This design comes from an exercise in tuning for small area on the open sky130 flow, not from production work. The RTL was checked by simulation tests, not by an equivalence proof against the original design. Power figures rest on the tool's default switching activity, not on a simulated workload.

== run A ==
// sensor_core
module sensor_core (
    input  wire        clk,
    input  wire        rst,             
    input  wire        start,
    input  wire [15:0] desc,
    input  wire        ld_we,           
    input  wire        ld_len_we,       
    input  wire        ld_tx,           
    input  wire [4:0]  ld_addr,
    input  wire [7:0]  ld_data,
    input  wire [6:0]  rd_addr,
    output reg  [15:0] rd_data,
    output wire [15:0] status,
    output wire [2:0]  ph,
    output wire        bus_req,
    output wire [6:0]  bus_addr,
    output wire [3:0]  bus_wlen,
    output wire [63:0] bus_wdata,
    output wire [5:0]  bus_rlen,
    input  wire        bus_rvalid,
    input  wire [7:0]  bus_rdata,
    input  wire        bus_done,
    input  wire        bus_err,
    output wire        tmr_run,
    input  wire        tmr_exp
);
Size in the first run: ~1700 cells after synthesis, about 590 flip-flops.
Settings: LEC_CHECK=0, CAP_MARGIN=20, CORE_MARGIN=2, CORE_UTILIZATION=60, SLEW_MARGIN=20, SYNTH_HIERARCHICAL=1; clock period 10.0 ns.
standard.sh (not shown) runs the stock make flow with config.mk's settings and CLKGATE_MAP_FILE= SYNTH_SCRIPT=/design/flow/synth_recipe.tcl, a recipe that flattens the netlist after the stock synthesis.
==> flow/flow/run.sh <==
#!/bin/bash
# Own flow: the standard layout (standard.sh) with these changes:
#  - synthesis: ABC maps the combinational logic with the area-oriented script
#    in area.abc instead of ORFS's speed script.  Registers are mapped by ORFS's
#    dfflibmap before ABC runs, so they keep the standard synthesis's cells and
#    names; everything else in synthesis is the standard flow's own script.
#  - port buffers: every input and output port still gets a buffer, but the
#    smallest buffer cell is used.
#  - clock tree: the arguments in cts.args (no dummy loads; clkbuf_8 leaf
#    buffers in clusters of at most 16 sinks and 50 um).
# Every tool's output goes to a log file in the work folder:
#   synth.log (yosys, via make synth), layout.log (the rest, via make finish);
#   ORFS's per-step logs are under orfs/logs/.
set -euo pipefail
W=$(pwd)
F=$W/flow
# ORFS's synth.tcl with only the ABC call changed
sed 's|log_cmd abc {\*}\$abc_args|log_cmd abc -script '"$F"'/area.abc {*}$lib_args {*}$lib_dont_use_args|' \
    "$FLOW_HOME/scripts/synth.tcl" > "$W/synth_area.tcl"
grep -q 'area.abc' "$W/synth_area.tcl"
# The standard flow's synthesis script (synth -nofsm -noshare, flatten, rename), sourcing the copy above
sed "s|\$::env(SCRIPTS_DIR)/synth.tcl|$W/synth_area.tcl|" synth_recipe.tcl > "$W/own_synth.tcl"
grep -q 'synth_area.tcl' "$W/own_synth.tcl"
bash standard.sh SYNTH_SCRIPT="$W/own_synth.tcl" synth > "$W/synth.log" 2>&1
bash standard.sh "BUFFER_PORTS_ARGS=-buffer_cell sky130_fd_sc_hd__buf_1" \
    "CTS_ARGS=$(tr '\n' ' ' < "$F/cts.args")" finish > "$W/layout.log" 2>&1
test -f "$W/out/final.def"
==> flow/flow/area.abc <==
strash
&get -n
&fraig -x
&put
scorr
dc2
strash
&get -n
&deepsyn -T 20
&put
dch -f
amap
==> flow/flow/cts.args <==
-sink_clustering_enable -repair_clock_nets -dont_use_dummy_load -sink_clustering_size 16 -sink_clustering_max_diameter 50 -buf_list {sky130_fd_sc_hd__clkbuf_8}
Modified inputs, run K compared to run A
- swapping 60 for 70 in CORE_UTILIZATION
diff --git a/flow/flow/run.sh b/flow/flow/run.sh
--- a/flow/flow/run.sh
+++ b/flow/flow/run.sh
@@ -8,4 +8,3 @@
 #    smallest buffer cell is used.
-#  - clock tree: the arguments in cts.args (no dummy loads; clkbuf_8 leaf
-#    buffers in clusters of at most 16 sinks and 50 um).
+#  - clock tree: the arguments in cts.args (no dummy loads, larger clusters).
 # Every tool's output goes to a log file in the work folder:
Having completed the whole flow, run K delivered a layout that passed the timing, design-rule and antenna checks. Run K: total number of tap cells 13% below run A. [run K vs run A] number of ordinary and repair buffers in the finished layout: higher in run K. The number of vias in the routed layout in run K was higher than what run A gave.

---

sensor_core again, from the RTL that the note above started with.
export LEC_CHECK = 0
export CAP_MARGIN = 20
export CORE_MARGIN = 2
export CORE_UTILIZATION = 40
export SLEW_MARGIN = 20
export SYNTH_HIERARCHICAL = 1
create_clock -name core_clock -period 10.0 [get_ports {clk}]
==> flow/flow/run.sh <==
#!/bin/bash
# Own flow: the standard layout (standard.sh) with these changes:
#  - synthesis: ABC maps the combinational logic with the area-oriented script
#    in area.abc instead of ORFS's speed script.  Registers are mapped by ORFS's
#    dfflibmap before ABC runs, so they keep the standard synthesis's cells and
#    names; everything else in synthesis is the standard flow's own script.
#  - port buffers: every input and output port still gets a buffer, but the
#    smallest buffer cell is used.
#  - clock tree: the arguments in cts.args (no dummy loads, larger clusters).
# Every tool's output goes to a log file in the work folder:
#   synth.log (yosys, via make synth), layout.log (the rest, via make finish);
#   ORFS's per-step logs are under orfs/logs/.
set -euo pipefail
W=$(pwd)
F=$W/flow
# ORFS's synth.tcl with only the ABC call changed
sed 's|log_cmd abc {\*}\$abc_args|log_cmd abc -script '"$F"'/area.abc {*}$lib_args {*}$lib_dont_use_args|' \
    "$FLOW_HOME/scripts/synth.tcl" > "$W/synth_area.tcl"
grep -q 'area.abc' "$W/synth_area.tcl"
# The standard flow's synthesis script (synth -nofsm -noshare, flatten, rename), sourcing the copy above
sed "s|\$::env(SCRIPTS_DIR)/synth.tcl|$W/synth_area.tcl|" synth_recipe.tcl > "$W/own_synth.tcl"
grep -q 'synth_area.tcl' "$W/own_synth.tcl"
bash standard.sh SYNTH_SCRIPT="$W/own_synth.tcl" synth > "$W/synth.log" 2>&1
bash standard.sh "BUFFER_PORTS_ARGS=-buffer_cell sky130_fd_sc_hd__buf_1" \
    "CTS_ARGS=$(tr '\n' ' ' < "$F/cts.args")" finish > "$W/layout.log" 2>&1
test -f "$W/out/final.def"
Scripts as last shown in full above: flow/flow/area.abc, flow/flow/cts.args
Edit:
--- a/flow/flow/run.sh
+++ b/flow/flow/run.sh
@@ -9 +9,2 @@
-#  - clock tree: the arguments in cts.args (no dummy loads, larger clusters).
+#  - clock tree: the arguments in cts.args (no dummy loads; clkbuf_8 leaf
+#    buffers in clusters of at most 16 sinks and 50 um).
--- a/flow/config.mk
+++ b/flow/config.mk
@@ -10 +10,2 @@
-export CORE_UTILIZATION = 40
+export CORE_UTILIZATION = 60
+export GPL_TIMING_DRIVEN = 0
Effect:
- critical path depth is lower by 2
- non-clock buffer count is lower by 15
- routed wire length is lower by 8.9%
- final area is lower by 1.1%
- area after synthesis is unchanged
- register-to-register slack gets worse by 550 ps
- fmax is lower by 6.0%
- setup slack gets worse by 550 ps
Edit:
--- a/flow/flow/run.sh
+++ b/flow/flow/run.sh
@@ -9,2 +9 @@
-#  - clock tree: the arguments in cts.args (no dummy loads; clkbuf_8 leaf
-#    buffers in clusters of at most 16 sinks and 50 um).
+#  - clock tree: the arguments in cts.args (no dummy loads, larger clusters).
--- a/flow/config.mk
+++ b/flow/config.mk
@@ -11 +10,0 @@
-export GPL_TIMING_DRIVEN = 0
What happened:
- power went down by 1.0%
- sequential share of layout area went up by 0.35 points
- worst hold slack improves by 6.6 ps
- clock skew went down by 7.2 ps
- setup slack improves by 130 ps
Edit:
==> flow/flow/cts.args (replaced) <==
-sink_clustering_enable -repair_clock_nets -dont_use_dummy_load -sink_clustering_size 12 -sink_clustering_max_diameter 50 -buf_list {sky130_fd_sc_hd__clkbuf_4 sky130_fd_sc_hd__clkbuf_8}
--- a/flow/config.mk
+++ b/flow/config.mk
@@ -10 +10 @@
-export CORE_UTILIZATION = 60
+export CORE_UTILIZATION = 40
Clock power went up by 19%.
Total power goes up by 3.2%.
Die area climbs by 49%.
Synthesized area does not change.
Setup slack improved by 380 ps.
Wire length climbs by 9.6%.
Flip-flop and latch count is unchanged.
Synthesized cell count is unchanged.
Fmax came out higher by 4.4%.
Worst hold slack is about the same.
Count of clock-buffer cells in the layout went up by 18.

what the ideal ports hide:
In the flow no input, the clock included, has a driving cell. The finished layouts below were timed again as built, in two steps.
Step 1, drivers: a clkbuf_16 drives clk and a buf_2 each remaining input, both assumed.
Step 2 times the ports against the registers' clock, not the clock port: input delays grow and output delays shrink by t, the midpoint of the rising clock arrivals with the driver on.
Slacks: ideal / step 1 / step 2; pairs: ideal / step 1.
run	t, ns	slack for setup (ns)	latest minus earliest clock arrival (ns)	worst data-port slew with drivers (ns)
run A	0.697	1.009 / 1.009 / 0.707	0.081 / 0.081	0.09
run K	0.693	1.078 / 1.078 / 0.498	0.067 / 0.067	0.13
the first run of note 2	0.728	1.427 / 1.427 / 0.906	0.137 / 0.137	0.17
the second run of note 2	0.680	0.879 / 0.879 / 0.268	0.088 / 0.088	0.10
the third run of note 2	0.697	1.009 / 1.009 / 0.707	0.081 / 0.081	0.09
the fourth run of note 2	0.696	1.389 / 1.389 / 0.865	0.090 / 0.089	0.19
After both steps every run listed still meets setup and hold. The setup slack of the second run of note 2, which loses most, moves by 0.000 ns with the drivers and by -0.611 ns with both steps.
